This design comes from an exercise in tuning for small area, a short achievable clock period and few clock cycles on the open sky130 flow, not from production work. Where RTL was checked, it was by simulation tests only, not by an equivalence proof against the original.

==> v21 <==
## passende_enc
module passende_enc (
    input  wire        clk,
    input  wire        rst,             
    input  wire [6:0]  cfg_dpg,
    input  wire [1:0]  cfg_round,       
    input  wire [5:0]  cfg_mask_len,
    input  wire [62:0] cfg_mask,
    input  wire        cmd_valid,
    output wire        cmd_ready,
    input  wire [7:0]  cmd,
    input  wire [31:0] op_min,
    input  wire [31:0] op_max,
    input  wire [31:0] op_val,
    input  wire [31:0] op_n,
    output wire        rsp_valid,
    input  wire        rsp_ready,
    output wire [1:0]  rsp_kind,
    output wire [31:0] rsp_cnt,
    output wire        out_valid,
    input  wire        out_ready,
    output wire [7:0]  out_char
);
==> flow/config.mk <==
export PLATFORM = sky130hd
export DESIGN_NAME = passende_enc
export DESIGN_NICKNAME = passende_enc
export VERILOG_FILES = /design/flow/design.v
export SDC_FILE = /design/flow/constraint.sdc
export NUM_CORES = 4
export LEC_CHECK = 0
export CAP_MARGIN = 20
export CORE_MARGIN = 2
export CORE_UTILIZATION = 25
export PLACE_DENSITY = 0.5
export SETUP_SLACK_MARGIN = 5
export SLEW_MARGIN = 20
==> flow/constraint.sdc <==
create_clock -name core_clock -period 10.0 [get_ports {clk}]
set_input_delay 2.0000 -clock core_clock [delete_from_list [all_inputs] [get_ports {clk}]]
set_output_delay 2.0000 -clock core_clock [all_outputs]
set_load 0.01 [all_outputs]
standard.sh (not shown) runs the stock make flow with config.mk's settings and CLKGATE_MAP_FILE= SYNTH_SCRIPT=/design/flow/synth_recipe.tcl, a recipe that flattens the netlist after the stock synthesis.
==> flow/flow/run.sh <==
#!/bin/bash
set -euo pipefail
bash standard.sh SETUP_SLACK_MARGIN=6 finish > standard_flow.log 2>&1
==> v34 (differences from v21) <==
--- a/flow/design.v
+++ b/flow/design.v
@@ -30,15 +30,15 @@
     localparam [1:0] M_PAD   = 2'd2;
     reg [62:0] mask;
     reg [5:0]  mlen;            
     reg [6:0]  dpg;
     reg        pg;              
     reg        pc;              
     reg [31:0] crc;
-    reg [4:0]  ptr;             
+    reg [4:0]  pa;              
     reg [31:0] ccount;          
     reg [5:0]  cs;              
     reg [4:0]  sacc;            
     reg [4:0]  nb;              
     reg [6:0]  rem;             
     reg        started;         
     reg [3:0]  state;
@@ -46,15 +46,15 @@
     reg [31:0] cnt;             
     reg [31:0] vlow;            
     reg        vneg;            
     reg        vgt;             
     reg        vswp;            
     reg        negA;            
     reg        gtA;             
-    reg [4:0]  dix;             
+    reg [5:0]  da;              
     reg        dvalid;          
     reg        kind;
     reg        ov;
     reg        osep;
     reg [7:0]  ochar;
     function [7:0] sym_char;
         input [4:0] v;
@@ -175,37 +175,36 @@
             if ((mr > j) || !mask_on)
                 mw[j] = mask_on & mfun[j];
             else
                 mw[j] = mask[wj[1:0]];
         end
     end
     wire [4:0] MW = {mw[0], mw[1], mw[2], mw[3], mw[4]};
-    wire [4:0] pa   = ({5{nb[0]}} & ptr)          | ({5{nb[1]}} & (ptr - 5'd1)) |
-                      ({5{nb[2]}} & (ptr - 5'd2)) | ({5{nb[3]}} & (ptr - 5'd3)) |
-                      ({5{nb[4]}} & (ptr - 5'd4));
     wire [4:0] cwin = win36({crc[3:0], crc}, pa);
     wire [4:0] RWc  = {cwin[0], cwin[1], cwin[2], cwin[3], cwin[4]};
     wire [31:0] dreg = vneg ? 32'd0 : (vgt ? cnt : vlow);
-    wire [5:0]  dix6 = {1'b0, dix};
-    wire [5:0]  dia  = ({6{nb[0]}} & dix6)          | ({6{nb[1]}} & (dix6 + 6'd1)) |
-                       ({6{nb[2]}} & (dix6 + 6'd2)) | ({6{nb[3]}} & (dix6 + 6'd3)) |
-                       ({6{nb[4]}} & (dix6 + 6'd4));
+    wire [5:0]  dia  = da;
     wire [4:0]  RWd  = win68({28'd0, dreg, 4'b0000}, dia);
     wire [1:0] emode  = idle ? M_PAD : mode;
     wire [5:1] nd     = {nb[0], nb[1], nb[2], nb[3], nb[4]};   
     wire       rem_nz = (rem != 7'd0);
     wire       cnt_nz = (cnt != 32'd0);
     wire       cnt_big = (cnt[31:3] != 29'd0);
     wire [2:0] c3     = cnt[2:0];
     wire       cnt_ge = cnt_big | (nb[4] & (c3 != 3'd0)) | (nb[3] & (c3[2] | c3[1])) |
                         (nb[2] & (c3[2] | (c3[1] & c3[0]))) | (nb[1] & c3[2]) |
                         (nb[0] & c3[2] & (c3[1] | c3[0]));
-    wire       dix_ge = nb[4] | (nb[3] & (dix != 5'd0)) | (nb[2] & (dix[4:1] != 4'd0)) |
-                        (nb[1] & ((dix[4:2] != 3'd0) | (dix[1] & dix[0]))) |
-                        (nb[0] & (dix[4:2] != 3'd0));
+    wire       dix_ge = (da[5:2] != 4'd0);       
+    wire [1:0] d2     = da[1:0];
+    wire [5:1] tpd    = {1'b0,
+                         nb[0] & (d2 == 2'd3),
+                         (nb[0] & (d2 == 2'd2)) | (nb[1] & (d2 == 2'd3)),
+                         (nb[0] & (d2 == 2'd1)) | (nb[1] & (d2 == 2'd2)) | (nb[2] & (d2 == 2'd3)),
+                         (nb[0] & (d2 == 2'd0)) | (nb[1] & (d2 == 2'd1)) | (nb[2] & (d2 == 2'd2)) |
+                         (nb[3] & (d2 == 2'd3))};
     wire       pad_work = ~nb[0] | (pg & rem_nz);
     reg        ge;              
     reg  [5:1] tph;             
     reg        has_work;
     reg  [4:0] RW;
     reg        src_dat;
     reg        src_chk;
@@ -215,15 +214,15 @@
         has_work = 1'b0;
         RW       = 5'd0;
         src_dat  = 1'b0;
         src_chk  = 1'b0;
         case (emode)
         M_DATA: begin
             ge       = dix_ge;
-            tph      = {1'b0, dix[1:0] == 2'd3, dix[1:0] == 2'd2, dix[1:0] == 2'd1, dix[1:0] == 2'd0};
+            tph      = tpd;
             has_work = dvalid;
             RW       = RWd;
             src_dat  = 1'b1;
         end
         M_CHECK: begin
             ge       = cnt_ge;
             tph      = {1'b0, c3 == 3'd4, c3 == 3'd3, c3 == 3'd2, c3 == 3'd1};
@@ -263,30 +262,31 @@
     wire [3:0]  cc0     = {1'b0, ccount[2:0]};
     wire [3:0]  cc_loe  = ({4{th[1]}} & (cc0 + 4'd1)) | ({4{th[2]}} & (cc0 + 4'd2)) |
                           ({4{th[3]}} & (cc0 + 4'd3)) | ({4{th[4]}} & (cc0 + 4'd4)) |
                           ({4{th[5]}} & (cc0 + 4'd5));
     wire [31:0] cc_e    = {cc_loe[3] ? cc_hi1 : ccount[31:3], cc_loe[2:0]};
     wire [3:0]  cc_lo1  = cc0 + 4'd1;
     wire [31:0] cc_1    = {cc_lo1[3] ? cc_hi1 : ccount[31:3], cc_lo1[2:0]};
-    wire [4:0]  ptr_e   = ({5{th[1]}} & (ptr + 5'd1)) | ({5{th[2]}} & (ptr + 5'd2)) |
-                          ({5{th[3]}} & (ptr + 5'd3)) | ({5{th[4]}} & (ptr + 5'd4)) |
-                          ({5{th[5]}} & (ptr + 5'd5));
+    wire [4:0]  pa_z    = ({5{nb[0]}} & pa)          | ({5{nb[1]}} & (pa + 5'd1)) |
+                          ({5{nb[2]}} & (pa + 5'd2)) | ({5{nb[3]}} & (pa + 5'd3)) |
+                          ({5{nb[4]}} & (pa + 5'd4));
+    wire [4:0]  pa_dp   = ({5{nbp[1]}} & 5'd31) | ({5{nbp[2]}} & 5'd30) |
+                          ({5{nbp[3]}} & 5'd29) | ({5{nbp[4]}} & 5'd28);
+    wire [4:0]  pa_d1   = ({5{nb[0]}} & 5'd31) | ({5{nb[1]}} & 5'd30) |
+                          ({5{nb[2]}} & 5'd29) | ({5{nb[3]}} & 5'd28);
+    wire [5:0]  top_a   = ({6{nb[0]}} & {1'b0, top})          | ({6{nb[1]}} & ({1'b0, top} + 6'd1)) |
+                          ({6{nb[2]}} & ({1'b0, top} + 6'd2)) | ({6{nb[3]}} & ({1'b0, top} + 6'd3)) |
+                          ({6{nb[4]}} & ({1'b0, top} + 6'd4));
     wire [28:0] cn_hi1  = cnt[31:3] - 29'd1;
     wire [3:0]  cn0     = {1'b0, c3};
     wire [3:0]  cn_lo   = ({4{nd[1]}} & (cn0 - 4'd1)) | ({4{nd[2]}} & (cn0 - 4'd2)) |
                           ({4{nd[3]}} & (cn0 - 4'd3)) | ({4{nd[4]}} & (cn0 - 4'd4)) |
                           ({4{nd[5]}} & (cn0 - 4'd5));
     wire [31:0] cn_e    = {cn_lo[3] ? cn_hi1 : cnt[31:3], cn_lo[2:0]};
-    wire [4:0]  dix_e   = ({5{nd[1]}} & (dix - 5'd1)) | ({5{nd[2]}} & (dix - 5'd2)) |
-                          ({5{nd[3]}} & (dix - 5'd3)) | ({5{nd[4]}} & (dix - 5'd4)) |
-                          ({5{nd[5]}} & (dix - 5'd5));
-    wire        dvl_e   = (nd[1] & (dix != 5'd0)) | (nd[2] & (dix[4:1] != 4'd0)) |
-                          (nd[3] & ((dix[4:2] != 3'd0) | (dix[1] & dix[0]))) |
-                          (nd[4] & (dix[4:2] != 3'd0)) |
-                          (nd[5] & ((dix[4:3] != 2'd0) | (dix[2] & (dix[1] | dix[0]))));
+    wire        dvl_e   = (da[5:3] != 3'd0) | (da[2] & (da[1] | da[0]));    
     wire [5:0] cs_5 = (mr > 6'd5) ? (cs + 6'd5) : (6'd5 - mr);
     wire [7:0] char_e = sym_char(sym);
     wire       c_1    = |({nb[0], nb[1], nb[2], nb[3], nb[4]} & RWc);
     wire       m_1    = |({nb[0], nb[1], nb[2], nb[3], nb[4]} & MW);
     wire       b_in   = is_wbit ? cmd[4] : c_1;
     wire       w1     = b_in ^ m_1;
     wire       full1  = nb[4];
@@ -332,15 +332,15 @@
     assign rsp_cnt   = ccount;
     assign out_valid = ov;
     assign out_char  = osep ? 8'h20 : ochar;
     always @(posedge clk) begin
         if (rst) begin
             state   <= S_IDLE;
             crc     <= 32'hFFFFFFFF;
-            ptr     <= 5'd0;
+            pa      <= 5'd0;
             cs      <= 6'd0;
             sacc    <= 5'd0;
             nb      <= 5'b00001;
             rem     <= 7'd0;
             started <= 1'b0;
             ccount  <= 32'd0;
             mlen    <= 6'd0;
@@ -352,23 +352,24 @@
             if (ov & out_ready) begin
                 if (osep) osep <= 1'b0;
                 else      ov   <= 1'b0;
             end
             if (step_e) begin
                 if (src_dat) begin
                     crc <= crc_step;
-                    ptr <= 5'd0;
-                end
-                if (src_chk) begin
-                    ptr    <= ptr_e;
+                    pa  <= ge ? 5'd0 : pa_dp;
+                end else if (src_chk) begin
+                    if (ge) pa <= pa + 5'd5;
                     ccount <= cc_e;
+                end else begin
+                    pa  <= pa_z;
                 end
                 if (emode == M_CHECK) cnt <= cn_e;
                 if (emode == M_DATA) begin
-                    dix    <= dix_e;
+                    da     <= da - 6'd5;
                     dvalid <= ge & dvl_e;
                 end
                 if (ge) begin
                     if (mask_on) cs <= cs_5;
                     sacc  <= 5'd0;
                     nb    <= 5'b00001;
                     if (dpg_on) rem <= rem_c;
@@ -380,17 +381,17 @@
                     sacc  <= sacc_p;
                     nb    <= nbp;
                 end
             end
             if (step_1) begin
                 if (is_wbit) begin
                     crc <= crc_1;
-                    ptr <= 5'd0;
+                    pa  <= full1 ? 5'd0 : pa_d1;
                 end else begin
-                    ptr    <= ptr + 5'd1;
+                    if (full1) pa <= pa + 5'd5;
                     ccount <= cc_1;
                 end
                 if (full1) begin
                     if (mask_on) cs <= cs_5;
                     sacc  <= 5'd0;
                     nb    <= 5'b00001;
                     if (dpg_on) rem <= rem_c;
@@ -410,15 +411,15 @@
                 if (is_init) begin
                     mask    <= mask_i;
                     mlen    <= mlen_i;
                     dpg     <= cfg_dpg;
                     pg      <= cfg_round[0];
                     pc      <= cfg_round[1];
                     crc     <= 32'hFFFFFFFF;
-                    ptr     <= 5'd0;
+                    pa      <= 5'd0;
                     cs      <= 6'd0;
                     sacc    <= 5'd0;
                     nb      <= 5'b00001;
                     rem     <= 7'd0;
                     started <= 1'b0;
                     ccount  <= 32'd0;
                 end
@@ -447,15 +448,15 @@
             end
             state[1]: begin
                 mode   <= M_DATA;
                 cnt    <= span;
                 if (vswp) vlow <= sVB[31:0];
                 vneg   <= vswp ? sVB[32] : negA;
                 vgt    <= vswp ? gtA : sVB[33];
-                dix    <= top;
+                da     <= top_a;
                 dvalid <= cnt_nz;
                 state  <= cnt_nz ? S_RUN : S_RSP;
             end
             state[2]: begin
                 if ((~has_work & can_push) | (fire & ~ge))
                     state <= S_RSP;
             end
==> flow/flow/run.sh (replaced) <==
#!/bin/bash
set -euo pipefail
bash standard.sh SETUP_SLACK_MARGIN=5.5 finish > standard_flow.log 2>&1
TNS_END_PERCENT = 5   (was default)
==> v5 (differences from v21) <==
--- a/flow/design.v
+++ b/flow/design.v
@@ -30,15 +30,15 @@
     localparam [1:0] M_PAD   = 2'd2;
     reg [62:0] mask;
     reg [5:0]  mlen;            
     reg [6:0]  dpg;
     reg        pg;              
     reg        pc;              
     reg [31:0] crc;
-    reg [4:0]  ptr;             
+    reg [4:0]  pa;              
     reg [31:0] ccount;          
     reg [5:0]  cs;              
     reg [4:0]  sacc;            
     reg [4:0]  nb;              
     reg [6:0]  rem;             
     reg        started;         
     reg [3:0]  state;
@@ -47,14 +47,15 @@
     reg [31:0] vlow;            
     reg        vneg;            
     reg        vgt;             
     reg        vswp;            
     reg        negA;            
     reg        gtA;             
     reg [4:0]  dix;             
+    reg [5:0]  da;              
     reg        dvalid;          
     reg        kind;
     reg        ov;
     reg        osep;
     reg [7:0]  ochar;
     function [7:0] sym_char;
         input [4:0] v;
@@ -175,24 +176,18 @@
             if ((mr > j) || !mask_on)
                 mw[j] = mask_on & mfun[j];
             else
                 mw[j] = mask[wj[1:0]];
         end
     end
     wire [4:0] MW = {mw[0], mw[1], mw[2], mw[3], mw[4]};
-    wire [4:0] pa   = ({5{nb[0]}} & ptr)          | ({5{nb[1]}} & (ptr - 5'd1)) |
-                      ({5{nb[2]}} & (ptr - 5'd2)) | ({5{nb[3]}} & (ptr - 5'd3)) |
-                      ({5{nb[4]}} & (ptr - 5'd4));
     wire [4:0] cwin = win36({crc[3:0], crc}, pa);
     wire [4:0] RWc  = {cwin[0], cwin[1], cwin[2], cwin[3], cwin[4]};
     wire [31:0] dreg = vneg ? 32'd0 : (vgt ? cnt : vlow);
-    wire [5:0]  dix6 = {1'b0, dix};
-    wire [5:0]  dia  = ({6{nb[0]}} & dix6)          | ({6{nb[1]}} & (dix6 + 6'd1)) |
-                       ({6{nb[2]}} & (dix6 + 6'd2)) | ({6{nb[3]}} & (dix6 + 6'd3)) |
-                       ({6{nb[4]}} & (dix6 + 6'd4));
+    wire [5:0]  dia  = da;
     wire [4:0]  RWd  = win68({28'd0, dreg, 4'b0000}, dia);
     wire [1:0] emode  = idle ? M_PAD : mode;
     wire [5:1] nd     = {nb[0], nb[1], nb[2], nb[3], nb[4]};   
     wire       rem_nz = (rem != 7'd0);
     wire       cnt_nz = (cnt != 32'd0);
     wire       cnt_big = (cnt[31:3] != 29'd0);
     wire [2:0] c3     = cnt[2:0];
@@ -263,17 +258,24 @@
     wire [3:0]  cc0     = {1'b0, ccount[2:0]};
     wire [3:0]  cc_loe  = ({4{th[1]}} & (cc0 + 4'd1)) | ({4{th[2]}} & (cc0 + 4'd2)) |
                           ({4{th[3]}} & (cc0 + 4'd3)) | ({4{th[4]}} & (cc0 + 4'd4)) |
                           ({4{th[5]}} & (cc0 + 4'd5));
     wire [31:0] cc_e    = {cc_loe[3] ? cc_hi1 : ccount[31:3], cc_loe[2:0]};
     wire [3:0]  cc_lo1  = cc0 + 4'd1;
     wire [31:0] cc_1    = {cc_lo1[3] ? cc_hi1 : ccount[31:3], cc_lo1[2:0]};
-    wire [4:0]  ptr_e   = ({5{th[1]}} & (ptr + 5'd1)) | ({5{th[2]}} & (ptr + 5'd2)) |
-                          ({5{th[3]}} & (ptr + 5'd3)) | ({5{th[4]}} & (ptr + 5'd4)) |
-                          ({5{th[5]}} & (ptr + 5'd5));
+    wire [4:0]  pa_z    = ({5{nb[0]}} & pa)          | ({5{nb[1]}} & (pa + 5'd1)) |
+                          ({5{nb[2]}} & (pa + 5'd2)) | ({5{nb[3]}} & (pa + 5'd3)) |
+                          ({5{nb[4]}} & (pa + 5'd4));
+    wire [4:0]  pa_dp   = ({5{nbp[1]}} & 5'd31) | ({5{nbp[2]}} & 5'd30) |
+                          ({5{nbp[3]}} & 5'd29) | ({5{nbp[4]}} & 5'd28);
+    wire [4:0]  pa_d1   = ({5{nb[0]}} & 5'd31) | ({5{nb[1]}} & 5'd30) |
+                          ({5{nb[2]}} & 5'd29) | ({5{nb[3]}} & 5'd28);
+    wire [5:0]  top_a   = ({6{nb[0]}} & {1'b0, top})          | ({6{nb[1]}} & ({1'b0, top} + 6'd1)) |
+                          ({6{nb[2]}} & ({1'b0, top} + 6'd2)) | ({6{nb[3]}} & ({1'b0, top} + 6'd3)) |
+                          ({6{nb[4]}} & ({1'b0, top} + 6'd4));
     wire [28:0] cn_hi1  = cnt[31:3] - 29'd1;
     wire [3:0]  cn0     = {1'b0, c3};
     wire [3:0]  cn_lo   = ({4{nd[1]}} & (cn0 - 4'd1)) | ({4{nd[2]}} & (cn0 - 4'd2)) |
                           ({4{nd[3]}} & (cn0 - 4'd3)) | ({4{nd[4]}} & (cn0 - 4'd4)) |
                           ({4{nd[5]}} & (cn0 - 4'd5));
     wire [31:0] cn_e    = {cn_lo[3] ? cn_hi1 : cnt[31:3], cn_lo[2:0]};
     wire [4:0]  dix_e   = ({5{nd[1]}} & (dix - 5'd1)) | ({5{nd[2]}} & (dix - 5'd2)) |
@@ -332,15 +334,15 @@
     assign rsp_cnt   = ccount;
     assign out_valid = ov;
     assign out_char  = osep ? 8'h20 : ochar;
     always @(posedge clk) begin
         if (rst) begin
             state   <= S_IDLE;
             crc     <= 32'hFFFFFFFF;
-            ptr     <= 5'd0;
+            pa      <= 5'd0;
             cs      <= 6'd0;
             sacc    <= 5'd0;
             nb      <= 5'b00001;
             rem     <= 7'd0;
             started <= 1'b0;
             ccount  <= 32'd0;
             mlen    <= 6'd0;
@@ -352,23 +354,25 @@
             if (ov & out_ready) begin
                 if (osep) osep <= 1'b0;
                 else      ov   <= 1'b0;
             end
             if (step_e) begin
                 if (src_dat) begin
                     crc <= crc_step;
-                    ptr <= 5'd0;
-                end
-                if (src_chk) begin
-                    ptr    <= ptr_e;
+                    pa  <= ge ? 5'd0 : pa_dp;
+                end else if (src_chk) begin
+                    if (ge) pa <= pa + 5'd5;
                     ccount <= cc_e;
+                end else begin
+                    pa  <= pa_z;
                 end
                 if (emode == M_CHECK) cnt <= cn_e;
                 if (emode == M_DATA) begin
                     dix    <= dix_e;
+                    da     <= da - 6'd5;
                     dvalid <= ge & dvl_e;
                 end
                 if (ge) begin
                     if (mask_on) cs <= cs_5;
                     sacc  <= 5'd0;
                     nb    <= 5'b00001;
                     if (dpg_on) rem <= rem_c;
@@ -380,17 +384,17 @@
                     sacc  <= sacc_p;
                     nb    <= nbp;
                 end
             end
             if (step_1) begin
                 if (is_wbit) begin
                     crc <= crc_1;
-                    ptr <= 5'd0;
+                    pa  <= full1 ? 5'd0 : pa_d1;
                 end else begin
-                    ptr    <= ptr + 5'd1;
+                    if (full1) pa <= pa + 5'd5;
                     ccount <= cc_1;
                 end
                 if (full1) begin
                     if (mask_on) cs <= cs_5;
                     sacc  <= 5'd0;
                     nb    <= 5'b00001;
                     if (dpg_on) rem <= rem_c;
@@ -410,15 +414,15 @@
                 if (is_init) begin
                     mask    <= mask_i;
                     mlen    <= mlen_i;
                     dpg     <= cfg_dpg;
                     pg      <= cfg_round[0];
                     pc      <= cfg_round[1];
                     crc     <= 32'hFFFFFFFF;
-                    ptr     <= 5'd0;
+                    pa      <= 5'd0;
                     cs      <= 6'd0;
                     sacc    <= 5'd0;
                     nb      <= 5'b00001;
                     rem     <= 7'd0;
                     started <= 1'b0;
                     ccount  <= 32'd0;
                 end
@@ -448,14 +452,15 @@
             state[1]: begin
                 mode   <= M_DATA;
                 cnt    <= span;
                 if (vswp) vlow <= sVB[31:0];
                 vneg   <= vswp ? sVB[32] : negA;
                 vgt    <= vswp ? gtA : sVB[33];
                 dix    <= top;
+                da     <= top_a;
                 dvalid <= cnt_nz;
                 state  <= cnt_nz ? S_RUN : S_RSP;
             end
             state[2]: begin
                 if ((~has_work & can_push) | (fire & ~ge))
                     state <= S_RSP;
             end
==> flow/flow/run.sh (replaced) <==
#!/bin/bash
set -euo pipefail
bash standard.sh SETUP_SLACK_MARGIN=5.5 finish > standard_flow.log 2>&1
CAP_MARGIN = 0   (was 20)
SLEW_MARGIN = 0   (was 20)
TNS_END_PERCENT = 5   (was default)
==> flow_summary.toml <==
[finish]
nFlopsAndLatches = 263
n_all_inverters = 145
layout.nets = 3917
fin_area_sq_um = 36400

[detailed_routing]
avgViaCountPerCell = 5.52
first_pass_iters = 7
drt_iter0_markers = 2651

[sta]
skew_ps = 44.7

[yosys]
netlist_top_cells_count = "298 x nand2_1, 260 x nor2_1, 219 x o21ai_0, 195 x a21oi_1, 166 x ha_1"
syn_area_sq_um = 25000

[global_route]
grt.total_usage = 0.196

[worst_hold_path]
hp-start = "mlen[3]"

[die]
die_h_microns = 321
core_area_sq_um = 99700

[outcome]
status = "finished clean"
Source of the figures above: v21

==> flow_summary.toml <==
[outcome]
status = "finished clean"

[detailed_routing]
drt_iter0_markers = 2729
avgViaCountPerCell = 5.48
first_pass_iters = 8

[sta]
skew_ps = 28.3

[finish]
fin_area_sq_um = 32800
n_all_inverters = 144

[yosys]
netlist_top_cells_count = "282 x nor2_1, 274 x nand2_1, 209 x a21oi_1, 204 x o21ai_0, 169 x clkbuf_1"
Source of the figures above: v5

==> flow_summary.toml <==
[detailed_routing]
drt_iter0_markers = 2399
first_pass_iters = 9
avgViaCountPerCell = 5.38

[worst_hold_path]
hp-start = "pg"

[yosys]
syn_area_sq_um = 24700
netlist_top_cells_count = "291 x nand2_1, 291 x nor2_1, 208 x a21oi_1, 201 x o21ai_0"

[finish]
nFlopsAndLatches = 264
layout.nets = 3665
n_all_inverters = 148

[die]
core_area_sq_um = 98100
die_h_microns = 318

[sta]
skew_ps = 11.5

[global_route]
grt.total_usage = 0.182

[outcome]
status = "finished clean"
Source of the figures above: v34

Testbench counts of v34, summed over its fixed seeds: cycles 16,110.
Testbench counts of v5, summed over its fixed seeds: cycles 16,110.
The RTL of v21 was laid out without a check of its function.

-- afterwards: timing with drivers on the ports --
No port has a modelled driver above. Below, the same layouts with a new extraction and two added sets of constraints.
Step 1 sets driving cells, clkbuf_16 on the clock port and buf_2 on the other inputs (assumed; they add their load-dependent delay and slew).
Step 2 also shifts input and output timing later by t, the mid clock arrival at the registers, as if the neighbouring blocks saw the same clock.
Three values: no drivers, after step 1, after step 2; two values: the first two.
| run | t (ns) | setup WS [ns] | cell pins on the clock port's net |
|---|---|---|---|
| v21 | 0.641 | 5.429 / 5.457 / 4.816 | 1 |
| v34 | 0.615 | 5.400 / 5.318 / 4.703 | 1 |
| v5 | 0.660 | 5.398 / 5.420 / 4.760 | 1 |
After both steps setup and hold are still met in every run listed. For v34, which loses most, drivers alone change the setup slack by -0.082 ns; drivers and shift together by -0.697 ns.
